This design comes from an exercise in tuning for small area, a short achievable clock period and few clock cycles on the open sky130 flow, not from production work.
In this exercise RTL edits were held to simulation tests only and were not proved equivalent to the original.

## flow/config.mk

```make
export PLATFORM = sky130hd
export DESIGN_NAME = pjon_cipher
export DESIGN_NICKNAME = pjon_cipher
export VERILOG_FILES = /design/flow/design.v
export SDC_FILE = /design/flow/constraint.sdc
export NUM_CORES = 4
export LEC_CHECK = 0
export ABC_AREA = 1
export CAP_MARGIN = 30
export CORE_MARGIN = 2
export CORE_UTILIZATION = 50
export CTS_CLUSTER_DIAMETER = 80
export CTS_CLUSTER_SIZE = 20
export SETUP_SLACK_MARGIN = 5
export SLEW_MARGIN = 30
```

## flow/constraint.sdc

```tcl
create_clock -name core_clock -period 17.0 [get_ports {clk}]
set_input_delay 3.4000 -clock core_clock [delete_from_list [all_inputs] [get_ports {clk}]]
set_output_delay 3.4000 -clock core_clock [all_outputs]
set_load 0.01 [all_outputs]
```

## flow/design.v

```verilog
module pjon_cipher (
    input  wire         clk,
    input  wire         rst,         
    input  wire [127:0] key,         
    input  wire         cmd_valid,
    input  wire         cmd_op,      
    input  wire         cmd_ivf,
    input  wire         cmd_side,    
    input  wire [7:0]   cmd_len,
    input  wire [31:0]  cmd_now,
    input  wire         buf_we,
    input  wire [6:0]   buf_addr,
    input  wire [7:0]   buf_wdata,
    output wire [7:0]   buf_rdata,
    output wire         busy,
    output reg          done,
    output reg          err,
    output reg  [7:0]   result
);
    localparam [1:0] S_IDLE  = 2'd0,
                     S_CRYPT = 2'd1,    
                     S_SRCH  = 2'd2,    
                     S_SCAN  = 2'd3;    
    reg [7:0]   mem [0:127];
    reg [383:0] sb;                     
    reg [95:0]  key_r;                  
    reg [1:0]   state;
    reg         op_r, ivf_r, side_r;
    reg [7:0]   n_r;
    reg [7:0]   x;                      
    reg         fetch;                  
    reg         pre_ph;                 
    reg [7:0]   cnt;                    
    reg         pv;                     
    reg [7:0]   c0, cand;               
    reg [7:0]   seen;
    reg [7:0]   plo, phi, pend_c;       
    reg [5:0]   ka, kj;                 
    reg         ks_run, ks_done;
    assign busy = (state != S_IDLE);
    wire [6:0] addr = busy ? cnt[6:0] : buf_addr;
    wire [7:0] pm   = (({1'b0, addr} >= plo) && ({1'b0, addr} < phi)) ? pend_c : 8'd0;
    wire       scrub = !busy && !buf_we && !cmd_valid && ({1'b0, buf_addr} == plo) && (plo < phi);
    wire [7:0] rdv  = mem[addr] ^ pm;
    assign buf_rdata = rdv;
    reg  [5:0] kb_r;                    
    reg  [5:0] t_q;                     
    wire [5:0] ka_nx = ka + 6'd1;
    reg  [5:0] s_b, s_t, kb;
    integer e;
    always @(*) begin
        s_t = 6'd0;
        kb  = 6'd0;
        for (e = 0; e < 64; e = e + 1)
            if (t_q == e) s_t = sb[6*e +: 6];
        for (e = 0; e < 16; e = e + 1)
            if (ka_nx[3:0] == e) kb = key_r[6*e +: 6];
    end
    wire [5:0] s_a = ks_run ? sb[5:0] : sb[11:6];
    wire [5:0] jb = kj + s_a + kb_r;    
    always @(*) begin
        s_b = 6'd0;
        for (e = 0; e < 64; e = e + 1)
            if (jb == e) s_b = sb[6*e +: 6];
    end
    wire [95:0] key6;
    genvar g;
    generate for (g = 0; g < 16; g = g + 1) begin : gk
        assign key6[6*g +: 6] = key[8*g +: 6];
    end endgenerate
    wire kdiff = (key6 != key_r);
    wire bad_len = cmd_op ? (cmd_len > 8'd128)
                 : (cmd_ivf & ~cmd_side) ? (cmd_len > 8'd127)
                 : (cmd_ivf &  cmd_side) ? (cmd_len == 8'd0 || cmd_len > 8'd128)
                 : (cmd_len > 8'd128);
    wire [7:0] len_m1 = cmd_len - 8'd1;
    wire [7:0] plen_in = (cmd_ivf && cmd_side) ? len_m1 : cmd_len;
    wire [7:0] tlo_in  = (plen_in > plo) ? plen_in : plo;
    wire [7:0] plen = n_r - {7'd0, ivf_r & side_r};
    wire [7:0] tlo  = (plen > plo) ? plen : plo;
    wire [11:0] m1 = {4'd0, cmd_now[7:0]} + {3'd0, cmd_now[15:8], 1'b0}
                   + {2'd0, cmd_now[23:16], 2'b0} + {1'd0, cmd_now[31:24], 3'b0};
    wire [8:0]  m2 = {1'b0, m1[7:0]} + {4'd0, m1[11:8], 1'b0};
    wire [7:0]  m3 = m2[7:0] + {6'd0, m2[8], 1'b0};
    wire [7:0]  iv_first = ((m3 >= 8'd254) ? m3 - 8'd254 : m3) + 8'd1;
    wire tail     = pre_ph && !fetch && (cnt < phi);
    wire pre_act  = pre_ph && (fetch || tail);
    wire pre_last = fetch ? !(tlo < phi) : (tail && (cnt + 8'd1 == phi));
    wire pre_free = !pre_act || pre_last;
    wire crypt    = (state == S_CRYPT);
    wire s1_go    = crypt && ks_done && pre_free && (pv ? (cnt + 8'd1 < plen) : (plen != 8'd0));
    wire p_last   = crypt && pv && (cnt + 8'd1 == plen);
    wire p_none   = crypt && (plen == 8'd0) && pre_free;
    wire [7:0] ks_out = rdv ^ ((ivf_r && (cnt + 8'd1 < n_r)) ? x : 8'd0) ^ {2'b00, s_t};
    wire [7:0] mv     = (state == S_SCAN) ? rdv : ks_out;
    wire       mv_en  = (state == S_SCAN) || (crypt && pv && ivf_r && !side_r);
    reg  [7:0] mv_r;
    reg        mv_v;
    wire [8:0] mdiff  = {1'b0, mv_r} - {1'b0, c0};
    wire [7:0] md     = mdiff[8] ? mdiff[7:0] - 8'd2 : mdiff[7:0];
    wire       mark   = mv_v && (mv_r != 8'd0) && (mv_r != 8'd255) && (md[7:3] == 5'd0);
    reg  [7:0] seen_s;
    always @(*) begin
        seen_s = seen;
        if (mark) seen_s[md[2:0]] = 1'b1;
    end
    wire       srch   = (state == S_SRCH);
    wire       found  = srch && !seen_s[0];
    wire       full   = &seen_s;
    wire [7:0] cand_nxt = (cand == 8'd254) ? 8'd1 : cand + 8'd1;
    wire [8:0] c0_p8  = {1'b0, c0} + 9'd8;
    wire [7:0] c0_nxt = (c0_p8 > 9'd254) ? c0_p8[7:0] - 8'd254 : c0_p8[7:0];
    wire restart = rst || (!busy && kdiff) || p_last;
    wire       mem_we = busy ? ((crypt && (tail || pv)) || (found && !op_r))
                             : (buf_we || scrub);
    wire [7:0] mem_wd = !busy ? (buf_we ? (buf_wdata ^ pm) : rdv)
                      : (state == S_SRCH) ? cand
                      : pv ? ks_out : rdv;
    always @(posedge clk)
        if (mem_we) mem[addr] <= mem_wd;
    wire step = ks_run || s1_go;
    always @(posedge clk) begin
        for (e = 0; e < 64; e = e + 1) begin
            if (restart)
                sb[6*e +: 6] <= e[5:0];
            else if (step) begin
                if ((e == 63 && ks_run) || (e == 0 && !ks_run))
                    sb[6*e +: 6] <= s_b;
                else if (jb == ((e + 1) % 64))
                    sb[6*e +: 6] <= s_a;
                else
                    sb[6*e +: 6] <= sb[6*((e + 1) % 64) +: 6];
            end
        end
    end
    always @(posedge clk) begin
        if (restart) begin
            key_r   <= key6;
            kb_r    <= key6[5:0];
            ka      <= 6'd0;
            kj      <= 6'd0;
            ks_run  <= 1'b1;
            ks_done <= 1'b0;
        end else if (step) begin
            ka   <= ka_nx;
            kj   <= jb - 6'd1;
            kb_r <= (ks_run && ka != 6'd63) ? kb : 6'd0;
            if (ks_run && ka == 6'd63) begin
                ks_run  <= 1'b0;
                ks_done <= 1'b1;
                kj      <= 6'd0;
            end
        end
    end
    always @(posedge clk) begin
        mv_r <= mv;
        mv_v <= busy && mv_en;
        if (!busy || (srch && full))
            seen <= 8'd0;
        else if (srch)
            seen <= {1'b0, seen_s[7:1]};
        else
            seen <= seen_s;
    end
    always @(posedge clk) begin
        done <= 1'b0;
        t_q  <= s_a + s_b - ka_nx;
        if (rst) begin
            state    <= S_IDLE;
            err      <= 1'b0;
            result   <= 8'd0;
            plo      <= 8'd0;
            phi      <= 8'd0;
        end else begin
            if (scrub) plo <= plo + 8'd1;
            case (state)
            S_IDLE: begin
                if (cmd_valid) begin
                    op_r   <= cmd_op;
                    ivf_r  <= cmd_ivf;
                    side_r <= cmd_side;
                    n_r    <= cmd_len;
                    c0     <= iv_first;
                    cand   <= iv_first;
                    pv     <= 1'b0;
                    if (bad_len) begin
                        err    <= 1'b1;
                        result <= 8'd0;
                        done   <= 1'b1;
                    end else begin
                        err <= 1'b0;
                        if (cmd_op) begin
                            cnt   <= 8'd0;
                            state <= (cmd_len == 8'd0) ? S_SRCH : S_SCAN;
                        end else begin
                            state <= S_CRYPT;
                            fetch <= cmd_ivf && cmd_len >= 8'd2;
                            pre_ph <= 1'b1;
                            cnt   <= (cmd_ivf && cmd_len >= 8'd2) ? len_m1 : tlo_in;
                        end
                    end
                end
            end
            S_CRYPT: begin
                if (fetch) begin
                    x     <= rdv;
                    fetch <= 1'b0;
                    cnt   <= tlo;
                end else if (tail) begin
                    cnt <= cnt + 8'd1;
                end
                if (s1_go) begin
                    pre_ph <= 1'b0;
                end
                pv <= s1_go;
                if (pv)
                    cnt <= cnt + 8'd1;
                else if (s1_go)
                    cnt <= 8'd0;
                if (p_last || p_none) begin
                    cnt <= n_r;
                    if (ivf_r && !side_r) begin
                        state    <= S_SRCH;
                        plo      <= 8'd0;    
                        phi      <= 8'd0;
                    end else begin
                        state  <= S_IDLE;
                        done   <= 1'b1;
                        result <= plen;
                        if (ivf_r && plen >= 8'd2) begin
                            plo      <= 8'd0;
                            phi      <= plen - 8'd1;
                            pend_c   <= ks_out;
                        end else begin
                            plo      <= 8'd0;
                            phi      <= 8'd0;
                        end
                    end
                end
            end
            S_SCAN: begin
                cnt <= cnt + 8'd1;
                if (cnt + 8'd1 == n_r) begin
                    cnt   <= n_r;
                    state <= S_SRCH;
                end
            end
            S_SRCH: begin
                if (full) begin
                    c0    <= c0_nxt;
                    cand  <= c0_nxt;
                    cnt   <= 8'd0;
                    state <= S_SCAN;
                end else if (!found) begin
                    cand <= cand_nxt;
                end else begin
                    state <= S_IDLE;
                    done  <= 1'b1;
                    if (op_r) begin
                        result <= cand;
                    end else begin
                        result   <= n_r + 8'd1;
                        plo      <= 8'd0;
                        phi      <= n_r;
                        pend_c   <= cand;
                    end
                end
            end
            endcase
        end
    end
endmodule
```

## flow/run.sh

```bash
#!/bin/bash
# synth_recipe.tcl (not shown) runs the flow's synth.tcl, then flattens the netlist and writes it again
# the make line also repeats each setting of config.mk as NAME=value (left out here)
make -C /OpenROAD-flow-scripts/flow DESIGN_CONFIG=/design/flow/config.mk WORK_HOME=/design/flow/orfs CLKGATE_MAP_FILE= SYNTH_SCRIPT=/design/flow/synth_recipe.tcl finish
```

==> results of run 1 <==
[placed cells by master, fill, tap and decap left out, types with 19 or more instances in the layout]
master           instances
a22oi_1                341
nand2_1               1933
nand4_1                193
o211ai_1               284
a221oi_1                89
o2111ai_1               20
dfxtp_1                449
nand3_1                293
a31oi_1                177
clkbuf_16              106
o22ai_1                 20
nor2_2                  19
edfxtp_1              1180
clkinv_1                29
a21oi_1                270
xnor2_1                 24
a22o_1                  68
inv_1                  707
o21ai_0                636
or2_2                   63
ha_1                   139
clkbuf_1                20
buf_4                  110
clkdlybuf4s50_1        176
nor4_1                  34
nor2_1                 508
o21ai_1                 36
fa_1                    26
nor3_1                  27
xor2_1                 150
[routing by layer]
layer | wire length, µm | vias to the layer above
met5 | 13 | -
met4 | 8753 | 2
met3 | 14350 | 384
met2 | 111600 | 2118
met1 | 104300 | 30130
li1 | - | 29480
[cells in the mapped netlist, types with 35 or more instances]
| master | n |
|---|---|
| a21oi_1 | 275 |
| a221oi_1 | 91 |
| a22o_1 | 68 |
| a22oi_1 | 341 |
| a31oi_1 | 178 |
| clkbuf_1 | 375 |
| dfxtp_1 | 449 |
| edfxtp_1 | 1180 |
| ha_1 | 140 |
| inv_1 | 710 |
| nand2_1 | 1946 |
| nand3_1 | 294 |
| nand4_1 | 193 |
| nor2_1 | 522 |
| nor3_1 | 35 |
| nor4_1 | 37 |
| o211ai_1 | 284 |
| o21ai_0 | 638 |
| o21ai_1 | 36 |
| or2_2 | 63 |
| xor2_1 | 151 |
[final timing paths]
kind / slack, ns / start / endpoint / depth (start not counted)
hold / removal: 0.46 / sb[127] / sb[121] / 2
setup / recovery: 5.27 / buf_addr[2] / buf_rdata[1] / 17
hold reg to reg: 0.46 / sb[127] / sb[121] / 2
setup reg to reg: 6.08 / ks_run / t_q[5] / 90
[registers in the layout (all words and copies together), names as in the netlist, 2 cells and up]
name / cells
kb_r: 6
key_r: 96
mem: 1024
cand: 8
seen: 8
result: 8
pend_c: 8
kj: 6
mv_r: 8
phi: 8
state: 2
n_r: 8
x: 8
plo: 8
ka: 6
sb: 384
cnt: 8
c0: 8
t_q: 6
[critical path: cells and delay by family]
| kind | cells | cell delay (ns) |
|---|---|---|
| xor+xnor | 1 | 0.42 |
| buf+inv | 7 | 2.17 |
| simple gates | 5 | 1.20 |
| compound gates | 4 | 1.07 |
[cells by family after synthesis]
group           count (synthesis)  share of synthesized area, %
compound gates               2061                         16.69
xor+xnor                      177                         1.983
fa+ha+maj                     166                         2.879
buf+inv                      1179                         5.688
flops                        1629                         56.28
simple gates                 3122                         16.48
[area by class of cell]
cell class / instances / area, µm²
Clock inverter: 42 / 584.3
Inverter: 743 / 2814
Multi-Input combinational cell: 5526 / 30340
Sequential cell: 1629 / 44420
Fill cell: 13870 / 70250
Tap cell: 2058 / 2575
Timing Repair Buffer: 301 / 2843
Clock buffer: 127 / 2741
==> results.toml, run 1 <==
[outcome]
status = "timing/DRC/antenna clean"

[synthesis]
netlist.area_leader.share_pct = 44.89
synth_fp_nets = 8690
synth_edf_count = 1180
ys_types = 70
synthArstFlopShare_pct = 0
synth_area_leader_cell = "edfxtp_1"
avgSynthCellArea_um2 = 9.471
synthFlopType = "edfxtp_1"
synthTopCellsByArea = "edfxtp_1, dfxtp_1, nand2_1, o21ai_0, inv_1"
ys_seq_area_share_pct = 56.28
yosys_register_bits = 1629
syn_inst = 8334
yosys_warnings = 1
synthesis.area_mm2 = 0.07893

[global_routing]
grt_max_degree = 195
grt_use_met1_pct = 40.33
track_usage_pct = 28.99
grt.met2_usage_pct = 47.17
top_usage_layer = "met2"
antenna_found_initial = 1
grt_use_met3_pct = 3.306
grt_pass1_vias = 58630
grt_pass1_wl_mm = 362.8
grt_overflow = 0

[die]
core_mm2 = 0.1566
die_x_um = 401.3
die_area_mm2 = 0.1611
rows = 145
io_pins = 209
dieHeight_um = 401.3
start_util_pct = 50.41

[placed_design]
placed_area_mm2 = 0.08287
io_buffer_count = 176
gp_congestion = 0.9207
dp_slack_ns = 4.871
dpl.hpwl_mm = 155.4
place_inst = 10260

[cells_and_area]
diodes = 0
post-route-util_pct = 55.13
nets = 8662
area_growth_pct = 9.364
fin_cells = 10430
fin_area_mm2 = 0.08632
drive_gt1_share_pct = 5.043

[drt]
wl_per_cell_um = 22.92
initialDrtViolationCount = 6534
via_count = 62110
routed_wl_mm = 239.0
ant_nets = 0
drtPass1Iterations = 6
post_drt_via_cell_ratio = 5.957
drc = 0

[sta]
tns_ns = 0
setup_slack_ns = 5.268
hold_viol_final = 0
finClkSkew_ns = 0.06663
slew_violations = 0
fin_hold_ws_ns = 0.4587
rsz0062_at_grt = "false"
fin_crit_ns = 11.73
slew_headroom_pct = 32.99
fmax_mhz = 85.24
post-route-period-util_pct = 69.01
tightestPinTransition_ns = 1.001
setup_viol = 0

[min_path]
hold_class = "reg -> reg"

[worst_setup_path]
arrival_ns = 8.33
crit_chain = "clkdlybuf4s50_1, inv_1, nand2_1, o21ai_1, inv_1, nor3_2, buf_12, buf_6, a22oi_1, nand4_1, a22o_1, a221oi_1, nand3_1, nor4_1, xor2_1, inv_1, clkdlybuf4s50_1"
cpMaxStageDelayCell = "nor4_1"
cp_max_fo = 91
cpMostUsedCell = "inv_1"
max_stage_delay_ns = 0.68
endpoint_kind = "output pin"
start_kind = "input port"
path_class = "in -> out"
required_ns = 13.60

[job]
drv_cap = 0

[clock_network]
root_buffer = "clkbuf_16"
hold_buffers = 0
cts_num_sinks = 1629
cts_buffer_depth = 3
postCtsSetupBuffers = 0
cts_resized = 5
cts_tree = "done"
numCtsBuffers = 105
clock_latency_ns = 0.79
htree_levels = 3
clk_pin_slew_worst_paths_ns = 0.09

[power]
Testbench counts, summed over its fixed seeds: cycles 57,669.
==> run 2: changes to the inputs <==
==> flow/flow/run.sh (new file) <==
#!/bin/bash
# Standard layout (the standard.sh: standard synthesis, floorplan, place,
# CTS, route, finish), with a larger setup margin (6 ns) for ORFS's timing repair so
# that the resizer keeps improving the critical paths below the clock period,
# and without gate cloning (its clones can overload a driver after routing).
set -euo pipefail
bash standard.sh SETUP_SLACK_MARGIN=6 SKIP_GATE_CLONING=1 finish > standard_flow.log 2>&1
==> flow/standard.sh (new file) <==
#!/bin/bash
# synth_recipe.tcl (not shown) runs the flow's synth.tcl, then flattens the netlist and writes it again
# the make line also repeats each setting of config.mk as NAME=value (left out here)
make -C /OpenROAD-flow-scripts/flow DESIGN_CONFIG=/design/flow/config.mk WORK_HOME=/design/flow/orfs CLKGATE_MAP_FILE= SYNTH_SCRIPT=/design/flow/synth_recipe.tcl "${@:-finish}"
--- a/flow/config.mk
+++ b/flow/config.mk
@@ -8,8 +8,5 @@
 export ABC_AREA = 1
 export CAP_MARGIN = 30
 export CORE_MARGIN = 2
-export CORE_UTILIZATION = 50
-export CTS_CLUSTER_DIAMETER = 80
-export CTS_CLUSTER_SIZE = 20
-export SETUP_SLACK_MARGIN = 5
+export CORE_UTILIZATION = 45
 export SLEW_MARGIN = 30
removed: flow/run.sh
==> run 2 against run 1 <==
  * Critical endpoint is now buf_rdata[2]
  * Clock skew is 0.010 ns higher
  * Design area is 4.3% higher
  * Global-route usage is 1.6 points lower
==> results.toml, run 2 <==
[clock_network]
cts_tree = "done"
clock_latency_ns = 0.84
numCtsBuffers = 174
cts_buffer_depth = 3
hold_buffers = 0
cts_num_sinks = 1629
htree_levels = 4
root_buffer = "clkbuf_16"
clk_pin_slew_worst_paths_ns = 0.06

[min_path]
min_to = "result[5]"
worstHoldStart = "result[5]"
min_path_cells = 2
hold_class = "reg -> reg"

[cells_and_area]
seqCellArea_mm2 = 0.04442
largest_register_ffs = 1024
post-route-util_pct = 51.75
layout_commonest_cell = "nand2_1"
final_cell_mix = "nand2_1, edfxtp_1, inv_1, o21ai_0, nor2_1"
nets = 8774
regMostFlops = "mem"
area_growth_pct = 14.10
diodes = 0
fill_cells = 15600
reg_top3 = "mem x1024, sb x384, key_r x96"
multi_input_area_mm2 = 0.03064
drive_gt1_share_pct = 7.089

[placed_design]
dp_slack_ns = 4.796
io_buffer_count = 176
gp_congestion = 0.8971
dpl.hpwl_mm = 157.3

[synthesis]
yosys_register_bits = 1629
synthArstFlopShare_pct = 0
netlist.area_leader.share_pct = 44.89
synth_top_family_by_area = "compound AO/OA/AOI/OAI gates"
yosysMostFrequentCell = "nand2_1"
synthXorXnorAreaFrac_pct = 1.983
ys_types = 70
synth_fp_nets = 8690
yosys_warnings = 1
synth_common_cells = "nand2_1, edfxtp_1, inv_1, o21ai_0, nor2_1"
ys_seq_area_share_pct = 56.28
synthSimpleGateAreaFrac_pct = 16.48
synthTopCellsByArea = "edfxtp_1, dfxtp_1, nand2_1, o21ai_0, inv_1"
synthesis.area_mm2 = 0.07893
syn_inst = 8334
synth_mux_area_share_pct = 0
synth_edf_count = 1180
synth_compound_area_share_pct = 16.69
synthFlopType = "edfxtp_1"
synth_fa_ha_area_share_pct = 2.879
synth_area_leader_cell = "edfxtp_1"
avgSynthCellArea_um2 = 9.471

[drt]
wl_per_cell_um = 23.21
post_drt_via_cell_ratio = 5.849
ant_nets = 0
routed_wl_mm = 252.7
drc = 0
via_count = 63680
initialDrtViolationCount = 6368
drtPass1Iterations = 6

[global_routing]
track_usage_pct = 27.34
antenna_found_initial = 2
grt_pass1_wl_mm = 376.6
grt_pass1_vias = 59970
grt_max_degree = 220
grt_overflow = 0

[sta]
slew_violations = 0
tns_ns = 0
hold_viol_final = 0
post-route-period-util_pct = 64.21
fin_hold_ws_ns = 0.4701
setup_slack_ns = 6.084
finClkSkew_ns = 0.07675
slew_headroom_pct = 30.22
setup_viol = 0
fmax_mhz = 91.61
fin_crit_ns = 10.92
rsz0062_at_grt = "true"
tightestPinTransition_ns = 1.043

[worst_setup_path]
r2r_setup_slack_ns = 6.83
r2r_cells = 84
required_ns = 13.60
path_class = "in -> out"
worstReg2RegStart = "ks_run"
cp_max_fo = 39
r2r_end = "t_q[5]"
arrival_ns = 7.52
start_kind = "input port"
endpoint_kind = "output pin"

[die]
io_pins = 209
start_util_pct = 45.36
die_x_um = 422.8
dieHeight_um = 422.8
core_mm2 = 0.1740
die_area_mm2 = 0.1788
rows = 153

[job]
drv_cap = 0

[outcome]
status = "timing/DRC/antenna clean"
==> run 2: cell counts after synthesis <==
Identical to the previous run, type by type.
==> run 2: through the flow <==
stage | cells | area, µm²
after global routing | 10890 | 90060
after CTS | 10870 | 89660
final | 10890 | 90060
after detailed placement | 10530 | 83260
after floorplan | 8334 | 78940
after global placement | 10530 | 83220
==> run 2: cell type report <==
cell class	count	area share (%)
inverters	743	3.144
flip-flops and latches	1629	49.33
clock buffers	237	5.243
repair buffers	344	3.982
well taps	2325	3.230
multi-input cells	5526	34.02
clock inverters	83	1.053
==> run 2: critical path, stage by stage <==
cell and delay (ns):
clkdlybuf4s50_1 0.50, inv_1 0.09, nand2_1 0.11, o21ai_4 0.13
inv_4 0.14, nor3_2 0.07, buf_6 0.19, buf_16 0.22
a221oi_1 0.31, nand4_1 0.37, nand2_2 0.21, nand4_1 0.22
a221oi_4 0.39, nand3_2 0.22, or2_2 0.33, nand2_2 0.14
inv_1 0.13, dlygate4sd2_1 0.31
==> run 2: cell families after synthesis <==
logic type	count (synthesis)
flip-flops	1629
AND/OR/NAND/NOR	3122
buffers and inverters	1179
AO/OA/AOI/OAI	2061
adder cells (fa/ha/maj)	166
XOR/XNOR	177
==> run 2: worst max-delay path by stage <==
stage               slack [ns]  cells past startpoint            to         from
floorplan                 7.37                     16  buf_rdata[6]  buf_addr[1]
global placement          4.85                     18  buf_rdata[2]  buf_addr[1]
detailed placement        4.80                     19  buf_rdata[2]  buf_addr[2]
CTS                       5.88                     18  buf_rdata[4]  buf_addr[0]
global route              5.81                     90        t_q[5]       ks_run
finish                    6.08                     18  buf_rdata[2]  buf_addr[1]
==> run 2: per-layer routing <==
layer	up-vias	part of all wire (%)	GRT usage [%]	routed length, µm
met2	2637	46	43.41	116400
met3	467	7.7	3.869	19560
li1	29790	-	-	-
met5	-	0.0051	0	13
met4	2	3.6	9.970	9133
met1	30780	43	38.14	107600
==> run 2: timing repair <==
action | in CTS | in global routing
resized for setup | 84 | 33
pin swaps | 17 | 21
endpoints found under the setup margin | 8 | 11
buffers inserted | 19 | 15
cloned | 0 | 0
==> run 3: changes to the inputs <==
==> flow/flow/run.sh (replaced) <==
#!/bin/bash
# Standard layout (the standard.sh: standard synthesis, floorplan, place,
# CTS, route, finish) with these changes:
# - a larger setup margin (7 ns) for ORFS's timing repair, so that the resizer
#   keeps improving the critical paths below the clock period;
# - no gate cloning (its clones can overload a driver after routing);
# - every port still gets a buffer, but a small one (buf_1) to start from;
#   timing repair upsizes those on critical paths.
set -euo pipefail
bash standard.sh SETUP_SLACK_MARGIN=7 SKIP_GATE_CLONING=1 \
    'BUFFER_PORTS_ARGS=-buffer_cell sky130_fd_sc_hd__buf_1' finish > standard_flow.log 2>&1
--- a/flow/config.mk
+++ b/flow/config.mk
@@ -8,5 +8,7 @@
 export ABC_AREA = 1
 export CAP_MARGIN = 30
 export CORE_MARGIN = 2
-export CORE_UTILIZATION = 45
+export CORE_UTILIZATION = 50
+export CTS_CLUSTER_DIAMETER = 80
+export CTS_CLUSTER_SIZE = 20
 export SLEW_MARGIN = 30
==> run 3 against run 2 <==
  * Still clean on timing, DRC and antenna
  * Clock-buffer cell count decreased by 108
  * Non-clock buffer count rose by 117
  * Critical path type unchanged
  * Critical endpoint is now buf_rdata[3]
  * Largest cell class unchanged
  * Highest routed layer unchanged
==> results.toml, run 3 <==
[outcome]
status = "timing/DRC/antenna clean"

[worst_setup_path]
r2r_setup_slack_ns = 7.58
r2r_end = "t_q[5]"
path_class = "in -> out"
start_kind = "input port"
arrival_ns = 6.70
endpoint_kind = "output pin"
r2r_cells = 85
required_ns = 13.60
cp_max_fo = 21
worstReg2RegStart = "ks_run"

[sta]
rsz0062_at_grt = "true"
hold_viol_final = 0
finClkSkew_ns = 0.07649
fmax_mhz = 99.05
setup_slack_ns = 6.905
slew_violations = 0
post-route-period-util_pct = 59.39
fin_crit_ns = 10.10
tns_ns = 0
setup_viol = 0
slew_headroom_pct = 31.84
tightestPinTransition_ns = 1.014

[clock_network]
root_buffer = "clkbuf_16"
cts_tree = "done"
cts_num_sinks = 1629
numCtsBuffers = 106
htree_levels = 3
clock_latency_ns = 0.79
clk_pin_slew_worst_paths_ns = 0.08
cts_buffer_depth = 3

[global_routing]
grt.met2_usage_pct = 50.14
top_usage_layer = "met2"
grt_pass1_wl_mm = 385.0
grt_max_degree = 265
grt_use_met3_pct = 4.202
grt_overflow = 0
grt_pass1_vias = 60100
grt_use_met1_pct = 42.90
antenna_found_initial = 2
track_usage_pct = 31.28

[synthesis]
synthesis.area_mm2 = 0.07893
synth_fa_ha_area_share_pct = 2.879
synth_top_family_by_area = "compound AO/OA/AOI/OAI gates"
yosysMostFrequentCell = "nand2_1"
synth_mux_area_share_pct = 0
avgSynthCellArea_um2 = 9.471
synthSimpleGateAreaFrac_pct = 16.48
netlist.area_leader.share_pct = 44.89
synth_fp_nets = 8690
synth_area_leader_cell = "edfxtp_1"
ys_seq_area_share_pct = 56.28
synth_compound_area_share_pct = 16.69
synthArstFlopShare_pct = 0
synth_edf_count = 1180
synthFlopType = "edfxtp_1"
syn_inst = 8334
yosys_warnings = 1
synth_common_cells = "nand2_1, edfxtp_1, inv_1, o21ai_0, nor2_1"
yosys_register_bits = 1629
ys_types = 70
synthXorXnorAreaFrac_pct = 1.983
synthTopCellsByArea = "edfxtp_1, dfxtp_1, nand2_1, o21ai_0, inv_1"

[min_path]
min_to = "result[5]"
hold_class = "reg -> reg"
min_path_cells = 2
worstHoldStart = "result[5]"

[die]
die_x_um = 401.3
die_area_mm2 = 0.1611
dieHeight_um = 401.3
rows = 145
io_pins = 209
core_mm2 = 0.1566
start_util_pct = 50.41

[cells_and_area]
reg_top3 = "mem x1024, sb x384, key_r x96"
nets = 8823
layout_commonest_cell = "nand2_1"
final_cell_mix = "nand2_1, edfxtp_1, inv_1, o21ai_0, nor2_1"
drive_gt1_share_pct = 8.604
regMostFlops = "mem"
area_growth_pct = 11.97
largest_register_ffs = 1024

[job]
drv_cap = 0

[drt]
ant_nets = 0
wl_per_cell_um = 24.59
drtPass1Iterations = 6
initialDrtViolationCount = 7164
post_drt_via_cell_ratio = 6.079
routed_wl_mm = 260.4
via_count = 64380
drc = 0

[placed_design]
io_buffer_count = 176
gp_congestion = 0.9208
dp_slack_ns = 5.679
dpl.hpwl_mm = 154.9

[power]
run 3: cell families (layout without fill, tap and decap cells):
logic type               Yosys count  count (layout)
adder cells (fa/ha/maj)          166             166
XOR/XNOR                         177             177
flip-flops                      1629            1629
AO/OA/AOI/OAI                   2061            2061
buffers and inverters           1179            1376
AND/OR/NAND/NOR                 3122            3122
other                              0               1
run 3: worst max path at each step:
stage / startpoint / endpoint / slack [ns] / cells past startpoint
floorplan: buf_addr[1] / buf_rdata[6] / 7.37 / 16
global placement: buf_addr[2] / buf_rdata[1] / 5.72 / 17
detailed placement: buf_addr[2] / buf_rdata[1] / 5.68 / 17
CTS: buf_addr[6] / buf_rdata[1] / 6.91 / 15
global route: ks_run / t_q[5] / 6.80 / 90
finish: buf_addr[0] / buf_rdata[3] / 6.90 / 16
run 3: timing repair:
item	in CTS	in global routing
hold buffers	0	0
pin swaps	47	74
gates resized for setup	182	104
buffers inserted	91	60
setup endpoints to repair	13	13
run 3: layer usage:
metal | vias to the layer above | wire length, µm
li1 | 29840 | -
met1 | 31210 | 108300
met2 | 2781 | 120500
met3 | 540 | 19920
met4 | 2 | 11690
met5 | - | 13
run 3: layout make-up:
cell class              count  area (µm²)
flip-flops and latches   1629       44420
clock inverters            43       624.3
repair buffers            461        3946
fillers                 13540       68190
inverters                 743        2877
clock buffers             129        2791
multi-input cells        5526       31140
well taps                2058        2575
diodes                      1       2.502
run 3: per-stage QoR:
stage | area, µm² | hold WS, ns | utilization, % | cells
after detailed placement | 81830 | 0.4607 | 52.26 | 10260
final | 88380 | 0.4749 | 56.45 | 10590
after global placement | 81790 | 0.4545 | 52.24 | 10260
after CTS | 87340 | 0.4586 | 55.78 | 10530
after floorplan | 78940 | 0.4413 | - | 8334
after global routing | 88380 | 0.4864 | 56.45 | 10590
run 3: worst max-delay path, cell delays in order:
cell,delay [ns]
buf_4,0.14
o21ai_4,0.26
buf_4,0.18
nor3_2,0.05
buf_12,0.17
buf_16,0.20
a22oi_1,0.19
nand3_1,0.18
o21ai_2,0.18
nand4_1,0.34
a221oi_2,0.49
o211ai_1,0.30
or2_4,0.32
nand2_4,0.08
inv_2,0.05
buf_6,0.12
==> run 4: changes to the inputs <==
--- a/flow/config.mk
+++ b/flow/config.mk
@@ -8,7 +8,7 @@
 export ABC_AREA = 1
 export CAP_MARGIN = 30
 export CORE_MARGIN = 2
-export CORE_UTILIZATION = 50
+export CORE_UTILIZATION = 45
 export CTS_CLUSTER_DIAMETER = 80
 export CTS_CLUSTER_SIZE = 20
 export SLEW_MARGIN = 30
==> run 4 against run 3 <==
  * Synthesized cell count is the same
  * Area after synthesis is the same
  * Clock skew grew 0.018 ns
==> results.toml, run 4 <==
[outcome]
status = "timing/DRC/antenna clean"

[synthesis]
avgSynthCellArea_um2 = 9.471
yosysMostFrequentCell = "nand2_1"
synthArstFlopShare_pct = 0
synth_fp_nets = 8690
synth_area_leader_cell = "edfxtp_1"
synth_common_cells = "nand2_1, edfxtp_1, inv_1, o21ai_0, nor2_1"
synthesis.area_mm2 = 0.07893
ys_seq_area_share_pct = 56.28
syn_inst = 8334
synth_edf_count = 1180
synthTopCellsByArea = "edfxtp_1, dfxtp_1, nand2_1, o21ai_0, inv_1"
yosys_register_bits = 1629
synthFlopType = "edfxtp_1"
yosys_warnings = 1
netlist.area_leader.share_pct = 44.89
ys_types = 70

[die]
die_x_um = 422.8
dieHeight_um = 422.8
rows = 153
core_mm2 = 0.1740
start_util_pct = 45.36
io_pins = 209
die_area_mm2 = 0.1788

[job]
drv_cap = 0

[cells_and_area]
area_growth_pct = 12.50
layout_commonest_cell = "nand2_1"
fin_area_mm2 = 0.08879
nets = 8851
post-route-util_pct = 51.03
reg_top3 = "mem x1024, sb x384, key_r x96"
largest_register_ffs = 1024
drive_gt1_share_pct = 8.521
final_cell_mix = "nand2_1, edfxtp_1, inv_1, o21ai_0, nor2_1"
regMostFlops = "mem"

[clock_network]
clock_latency_ns = 0.80
numCtsBuffers = 101
root_buffer = "clkbuf_16"
cts_tree = "done"
cts_buffer_depth = 3
clk_pin_slew_worst_paths_ns = 0.08
cts_num_sinks = 1629
htree_levels = 3
hold_buffers = 0

[drt]
via_count = 64510
post_drt_via_cell_ratio = 5.928
drtPass1Iterations = 6
routed_wl_mm = 260.2
wl_per_cell_um = 23.92
initialDrtViolationCount = 7185
ant_nets = 0
drc = 0

[global_routing]
antenna_found_initial = 1
grt_pass1_vias = 59060
grt_max_degree = 247
top_usage_layer = "met2"
grt.met2_usage_pct = 44.10
track_usage_pct = 27.60
grt_use_met3_pct = 3.926
grt_overflow = 0
grt_use_met1_pct = 38.52
grt_pass1_wl_mm = 378.6

[sta]
fin_crit_ns = 10.16
tns_ns = 0
slew_headroom_pct = 31.74
hold_viol_final = 0
finClkSkew_ns = 0.09402
tightestPinTransition_ns = 1.020
setup_viol = 0
fmax_mhz = 98.43
rsz0062_at_grt = "true"
slew_violations = 0
post-route-period-util_pct = 59.76
setup_slack_ns = 6.840

[placed_design]
gp_congestion = 0.9351
dpl.hpwl_mm = 155.8
placed_area_mm2 = 0.08217
io_buffer_count = 176
dp_slack_ns = 5.536

[worst_setup_path]
r2r_setup_slack_ns = 7.63
start_kind = "input port"
arrival_ns = 6.76
cp_max_fo = 7
required_ns = 13.60
endpoint_kind = "output pin"
path_class = "in -> out"

[min_path]
hold_class = "reg -> reg"
## run 4: worst max-delay path, stage by stage
cell and delay, ns:
buf_8 0.09, inv_6 0.03, nand2_4 0.05, o21ai_4 0.11, inv_2 0.15, nor3_2 0.07, buf_6 0.15, buf_16 0.15
a22o_1 0.20, a221oi_2 0.16, nand4_1 0.26, nand2_2 0.17, nand4_1 0.39, a221oi_2 0.49, o211ai_1 0.30, or2_4 0.32
nand2_4 0.07, inv_2 0.04, buf_6 0.12
## run 4: logic make-up (layout without fill, tap and decap cells)
family          Yosys count  count (layout)  synth area share, %
xor+xnor                177             177                1.983
simple gates           3122            3122                16.48
other cells               0               1                    0
flops                  1629            1629                56.28
fa+ha+maj               166             166                2.879
buf+inv                1179            1400                5.688
compound gates         2061            2061                16.69
## run 4: path summary, 6_finish.rpt
kind / to / depth (start not counted) / start
worst max-delay path: buf_rdata[3] / 19 / buf_addr[1]
worst max register to register: t_q[5] / 87 / ks_run
worst min register to register: sb[333] / 2 / sb[339]
worst min-delay path: sb[333] / 2 / sb[339]
## run 4: area by class of cell
| class | instances | area (µm²) |
|---|---|---|
| Inverter | 743 | 2870 |
| Antenna cell | 1 | 2.502 |
| Clock buffer | 134 | 2724 |
| Multi-Input combinational cell | 5526 | 31030 |
| Tap cell | 2325 | 2909 |
| Timing Repair Buffer | 494 | 4420 |
| Fill cell | 15680 | 85220 |
| Sequential cell | 1629 | 44420 |
| Clock inverter | 29 | 415.4 |
## run 4: routing by layer
metal,vias up,part of all wire (%)
met5,-,0.0050
met4,2,4.0
met3,495,7.8
met2,2747,46
met1,31370,42
li1,29890,-
## run 4: timing repair
| item | 4_1_cts | 5_1_grt |
|---|---|---|
| gates resized for setup | 178 | 108 |
| cloned | 0 | 0 |
| setup endpoints to repair | 13 | 13 |
| pin swaps | 43 | 62 |
| buffers inserted | 88 | 94 |
| endpoints found under the hold margin | 0 | 0 |
## run 4: stage by stage
stage | hold WS, ns | cells
detailed placement | 0.4590 | 10530
CTS | 0.4509 | 10780
finish | 0.4530 | 10880
global route | 0.4763 | 10880
floorplan | 0.4413 | 8334
global placement | 0.4550 | 10530
==> run 5: changes to the inputs <==
--- a/flow/config.mk
+++ b/flow/config.mk
@@ -8,7 +8,8 @@
 export ABC_AREA = 1
 export CAP_MARGIN = 30
 export CORE_MARGIN = 2
-export CORE_UTILIZATION = 45
+export CORE_UTILIZATION = 50
 export CTS_CLUSTER_DIAMETER = 80
 export CTS_CLUSTER_SIZE = 20
+export GPL_ROUTABILITY_DRIVEN = 0
 export SLEW_MARGIN = 30
==> run 5 against run 4 <==
  * Design area decreased by 0.27%
  * Flip-flop and latch count unchanged
  * Still clean
  * Critical endpoint is now buf_rdata[4]
  * Largest cell class unchanged
  * Highest routed layer unchanged
  * Non-clock buffer count decreased by 24
==> results.toml, run 5 <==
[cells_and_area]
final_cell_mix = "nand2_1, edfxtp_1, inv_1, o21ai_0, nor2_1"
reg_top3 = "mem x1024, sb x384, key_r x96"
area_growth_pct = 12.19
largest_register_ffs = 1024
layout_commonest_cell = "nand2_1"
regMostFlops = "mem"
fin_cells = 10600
fill_cells = 13620
nets = 8831
drive_gt1_share_pct = 8.920

[placed_design]
place_inst = 10250
io_buffer_count = 176
dpl.hpwl_mm = 152.9

[synthesis]
synth_edf_count = 1180
synth_area_leader_cell = "edfxtp_1"
avgSynthCellArea_um2 = 9.471
synthArstFlopShare_pct = 0
synthTopCellsByArea = "edfxtp_1, dfxtp_1, nand2_1, o21ai_0, inv_1"
yosysMostFrequentCell = "nand2_1"
synth_common_cells = "nand2_1, edfxtp_1, inv_1, o21ai_0, nor2_1"
syn_inst = 8334
ys_types = 70
synthFlopType = "edfxtp_1"
yosys_register_bits = 1629
netlist.area_leader.share_pct = 44.89
synthesis.area_mm2 = 0.07893
yosys_warnings = 1
synth_fp_nets = 8690
ys_seq_area_share_pct = 56.28

[sta]
post-route-period-util_pct = 59.85
rsz0062_at_grt = "true"
setup_viol = 0
hold_viol_final = 0
slew_headroom_pct = 28.48
fmax_mhz = 98.29
slew_violations = 0
finClkSkew_ns = 0.08364
tns_ns = 0
tightestPinTransition_ns = 1.069
fin_crit_ns = 10.17

[global_routing]
grt_overflow = 0
antenna_found_initial = 2
grt_pass1_wl_mm = 383.7
grt_pass1_vias = 59640
track_usage_pct = 31.27
grt_max_degree = 243

[drt]
drtPass1Iterations = 9
wl_per_cell_um = 24.83
via_count = 64710
post_drt_via_cell_ratio = 6.102
drc = 0
initialDrtViolationCount = 7507
routed_wl_mm = 263.3
ant_nets = 0

[clock_network]
numCtsBuffers = 105
cts_num_sinks = 1629
cts_tree = "done"
root_buffer = "clkbuf_16"
clock_latency_ns = 0.80
cts_buffer_depth = 3
htree_levels = 3
clk_pin_slew_worst_paths_ns = 0.08
hold_buffers = 0

[die]
dieHeight_um = 401.3
die_x_um = 401.3
io_pins = 209
die_area_mm2 = 0.1611
core_mm2 = 0.1566
start_util_pct = 50.41
rows = 145

[worst_setup_path]
start_kind = "input port"
required_ns = 13.60
cp_max_fo = 16
endpoint_kind = "output pin"
arrival_ns = 6.77
r2r_cells = 90
path_class = "in -> out"

[job]
drv_cap = 0

[min_path]
hold_class = "reg -> reg"
min_path_cells = 2

[outcome]
status = "timing/DRC/antenna clean"
==> run 5: cell types whose count changed in the layout (fill, tap and decap cells not counted), moves of 6 or more <==
cell / change
a221oi_1: -6
a221oi_2: +6
buf_16: -7
buf_4: -19
clkbuf_1: -6
clkinv_8: +7
inv_2: +7
nand2_1: -8
nand2_2: +10
nand3_1: -17
nand3_2: +16
nor2_1: -6
nor2_2: +6
==> run 5: worst max-delay path: stages <==
cell     delay, ns
buf_1         0.19
or2_2         0.34
o21ai_0       0.20
inv_1         0.23
nor2_2        0.17
buf_4         0.36
inv_1         0.21
nor2_1        0.60
a21oi_4       0.18
nand4_1       0.15
buf_4         0.16
buf_4         0.11
nand2_1       0.05
nand2_2       0.15
inv_1         0.07
buf_1         0.16
==> run 5: cell type report <==
cell class	instances	area [µm²]	share of cell area (%)
inverters	743	2868	3.239
clock inverters	45	560.5	0.6330
flip-flops and latches	1629	44420	50.17
well taps	2058	2575	2.908
diodes	3	7.507	0.008478
multi-input cells	5526	31180	35.21
repair buffers	470	4190	4.732
clock buffers	130	2743	3.097
==> run 5: path summary, 6_finish.rpt <==
kind	start	endpoint	slack (ns)
worst min register to register	result[3]	result[3]	0.47
worst min-delay path	result[3]	result[3]	0.47
worst max register to register	ks_run	t_q[5]	7.39
worst max-delay path	buf_addr[4]	buf_rdata[4]	6.83
==> run 5: cells by family after synthesis <==
group	Yosys count	share of synthesized area, %
adder cells (fa/ha/maj)	166	2.879
buffers and inverters	1179	5.688
AND/OR/NAND/NOR	3122	16.48
AO/OA/AOI/OAI	2061	16.69
XOR/XNOR	177	1.983
flip-flops	1629	56.28
==> run 5: timing repair <==
action	in CTS	in global routing
endpoints found under the setup margin	13	13
gates cloned	0	0
pin swaps	47	100
buffers inserted	90	81
resized for setup	174	139
==> run 5: metrics by stage <==
step                instance area (µm²)  setup slack [ns]  hold slack [ns]  utilization (%)
floorplan                         78940             7.375           0.4413                -
detailed placement                81750             5.607           0.4615            52.21
finish                            88550             6.826           0.4743            56.56
CTS                               87160             6.973           0.4742            55.67
global route                      88540             6.692           0.5047            56.55
global placement                  81730             5.655           0.4569            52.20
==> run 5: per-layer routing <==
| layer | wire length (µm) | GRT usage (%) |
|---|---|---|
| met4 | 12240 | 12.09 |
| met2 | 120700 | 49.98 |
| met1 | 107800 | 43.04 |
| met5 | 13 | 0 |
| met3 | 22510 | 4.684 |
==> run 6: changes to the inputs <==
--- a/flow/config.mk
+++ b/flow/config.mk
@@ -9,7 +9,6 @@
 export CAP_MARGIN = 30
 export CORE_MARGIN = 2
 export CORE_UTILIZATION = 50
-export CTS_CLUSTER_DIAMETER = 80
-export CTS_CLUSTER_SIZE = 20
-export GPL_ROUTABILITY_DRIVEN = 0
+export CTS_CLUSTER_DIAMETER = 90
+export CTS_CLUSTER_SIZE = 25
 export SLEW_MARGIN = 30
==> run 6 against run 5 <==
  * First-iteration DRC count down 4.1%
  * Clock-buffer cell count fell by 21
  * Design area down 1.1%
  * Register-to-register slack better by 0.21 ns
  * Non-clock buffer count shrank 20
  * Fmax grew 0.87%
  * Sequential share of layout area rose by 0.54 points
  * Critical path type unchanged
  * Largest cell class unchanged
==> results.toml, run 6 <==
[global_routing]
antenna_found_initial = 0
grt_pass1_vias = 59330
grt_overflow = 0
track_usage_pct = 30.88
grt_max_degree = 265
grt_pass1_wl_mm = 380.6

[cells_and_area]
regMostFlops = "mem"
area_growth_pct = 11.00
largest_register_ffs = 1024
post-route-util_pct = 55.96
nets = 8792
fin_cells = 10560
drive_gt1_share_pct = 8.157
reg_top3 = "mem x1024, sb x384, key_r x96"
final_cell_mix = "nand2_1, edfxtp_1, inv_1, o21ai_0, nor2_1"
layout_commonest_cell = "nand2_1"

[drt]
initialDrtViolationCount = 7197
via_count = 63770
drc = 0
post_drt_via_cell_ratio = 6.041
drtPass1Iterations = 6
ant_nets = 0
wl_per_cell_um = 24.45
routed_wl_mm = 258.1

[die]
core_mm2 = 0.1566
die_x_um = 401.3
dieHeight_um = 401.3
start_util_pct = 50.41
rows = 145
die_area_mm2 = 0.1611
io_pins = 209

[sta]
setup_viol = 0
rsz0062_at_grt = "true"
slew_headroom_pct = 30.20
fin_crit_ns = 10.09
post-route-period-util_pct = 59.33
tightestPinTransition_ns = 1.043
fmax_mhz = 99.14
finClkSkew_ns = 0.06959
fin_hold_ws_ns = 0.4670
slew_violations = 0
tns_ns = 0
hold_viol_final = 0

[placed_design]
place_inst = 10260
io_buffer_count = 176
dpl.hpwl_mm = 154.9
gp_congestion = 0.9208

[worst_setup_path]
endpoint_kind = "output pin"
arrival_ns = 6.69
cpMaxStageDelayCell = "a221oi_2"
cp_top_family = "compound AO/OA/AOI/OAI gates"
required_ns = 13.60
start_kind = "input port"
max_stage_delay_ns = 0.50
cp_max_fo = 24
path_class = "in -> out"
crit_chain = "buf_8, o21ai_4, buf_12, nor3_2, buf_12, buf_16, a221oi_4, nand4_1, nand2_2, nand4_1, a221oi_2, o211ai_1, or2_4, nand2_4, inv_2, buf_6"
cp_num_buf_inv = 6

[synthesis]
ys_seq_area_share_pct = 56.28
ys_types = 70
synthTopCellsByArea = "edfxtp_1, dfxtp_1, nand2_1, o21ai_0, inv_1"
avgSynthCellArea_um2 = 9.471
yosys_warnings = 1
synthArstFlopShare_pct = 0
synth_area_leader_cell = "edfxtp_1"
synthFlopType = "edfxtp_1"
synth_fp_nets = 8690
synthesis.area_mm2 = 0.07893
syn_inst = 8334
yosysMostFrequentCell = "nand2_1"
synth_common_cells = "nand2_1, edfxtp_1, inv_1, o21ai_0, nor2_1"
yosys_register_bits = 1629
synth_edf_count = 1180
netlist.area_leader.share_pct = 44.89

[clock_network]
numCtsBuffers = 86
clock_latency_ns = 0.77
hold_buffers = 0
cts_buffer_depth = 3
clk_pin_slew_worst_paths_ns = 0.10
root_buffer = "clkbuf_16"
htree_levels = 3
cts_num_sinks = 1629
cts_tree = "done"

[min_path]
hold_class = "reg -> reg"

[outcome]
status = "timing/DRC/antenna clean"

[job]
drv_cap = 0
run 6: cell counts after synthesis:
Identical to the previous run, type by type.
run 6: worst paths after layout:
kind,startpoint,endpoint,slack (ns),depth (start not counted)
hold / removal,sb[292],sb[286],0.47,2
setup / recovery,buf_addr[0],buf_rdata[3],6.91,16
hold reg to reg,sb[292],sb[286],0.47,2
setup reg to reg,ks_run,t_q[5],7.60,84
run 6: per-stage QoR:
stage	cell area, µm²	setup WS [ns]
after floorplan	78940	7.375
after detailed placement	81830	5.679
after global routing	87610	6.774
after CTS	86480	6.914
after global placement	81790	5.723
final	87610	6.913
run 6: routing by layer:
| metal | global-route usage [%] | up-vias | wire (µm) |
|---|---|---|---|
| met1 | 42.68 | 30900 | 107700 |
| met4 | 11.14 | 0 | 11110 |
| met5 | 0 | - | 0 |
| met3 | 3.864 | 481 | 19150 |
| met2 | 50.12 | 2622 | 120200 |
| li1 | - | 29760 | - |
run 6: cells by family after synthesis:
| logic type | count (synthesis) | share of synthesized area [%] |
|---|---|---|
| xor gates and xnor gates | 177 | 1.983 |
| buffers and inverters | 1179 | 5.688 |
| DFF | 1629 | 56.28 |
| AOI/OAI and AO/OA | 2061 | 16.69 |
| and+or+nand+nor | 3122 | 16.48 |
| adders and majority gates | 166 | 2.879 |
run 6: what timing repair did:
action                     CTS  global route
gates cloned                 0             0
buffers inserted            72            69
setup endpoints to repair   13            13
gates resized for setup    159           112
pin swaps                   48            64
run 6: area by class of cell:
cell class	count	area, µm²
Fill cell	13600	68960
Sequential cell	1629	44420
Multi-Input combinational cell	5526	31080
Timing Repair Buffer	450	3770
Inverter	743	2879
Tap cell	2058	2575
Clock buffer	109	2301
Clock inverter	39	575.6
Antenna cell	1	2.502
run 6: worst register-to-register path, delay by kind of cell (launching register included):
kind	cells	cell delay, ns
compound gates	5	0.77
buf+inv	14	1.65
xor+xnor	2	0.40
fa+ha+maj	5	1.83
simple gates	58	4.28
flops	1	0.35

separate check: timing with driven ports:
No port has a modelled driver above. Below, the same layouts with a new extraction and two added sets of constraints. Step 1 (the two cells are an assumption about what drives the block):
set clk [get_ports {clk}]
set_driving_cell -lib_cell sky130_fd_sc_hd__clkbuf_16 $clk
set_driving_cell -lib_cell sky130_fd_sc_hd__buf_2 [delete_from_list [all_inputs] $clk]
Step 2 adds t to the input delays and takes it off the output delays; t is the mean of the earliest and latest rising clock arrival at the registers after step 1. Input paths then give back, and output paths get back, about the clock's delay inside the block. Slacks: ideal / step 1 / step 2; pairs: ideal / step 1.
run	t (ns)	setup slack, ns	worst setup path at the end
run 1	0.851	5.268 / 5.245 / 5.245	input to output
run 2	0.899	6.084 / 5.996 / 5.996	input to output
run 3	0.841	6.905 / 6.855 / 6.855	input to output
run 4	0.843	6.840 / 6.705 / 6.705	input to output
run 5	0.840	6.826 / 6.795 / 6.795	input to output
run 6	0.826	6.913 / 6.854 / 6.854	input to output
After both steps setup and hold are still met in every run listed. For run 4, which loses most, drivers alone change the setup slack by -0.135 ns; drivers and shift together by -0.135 ns.
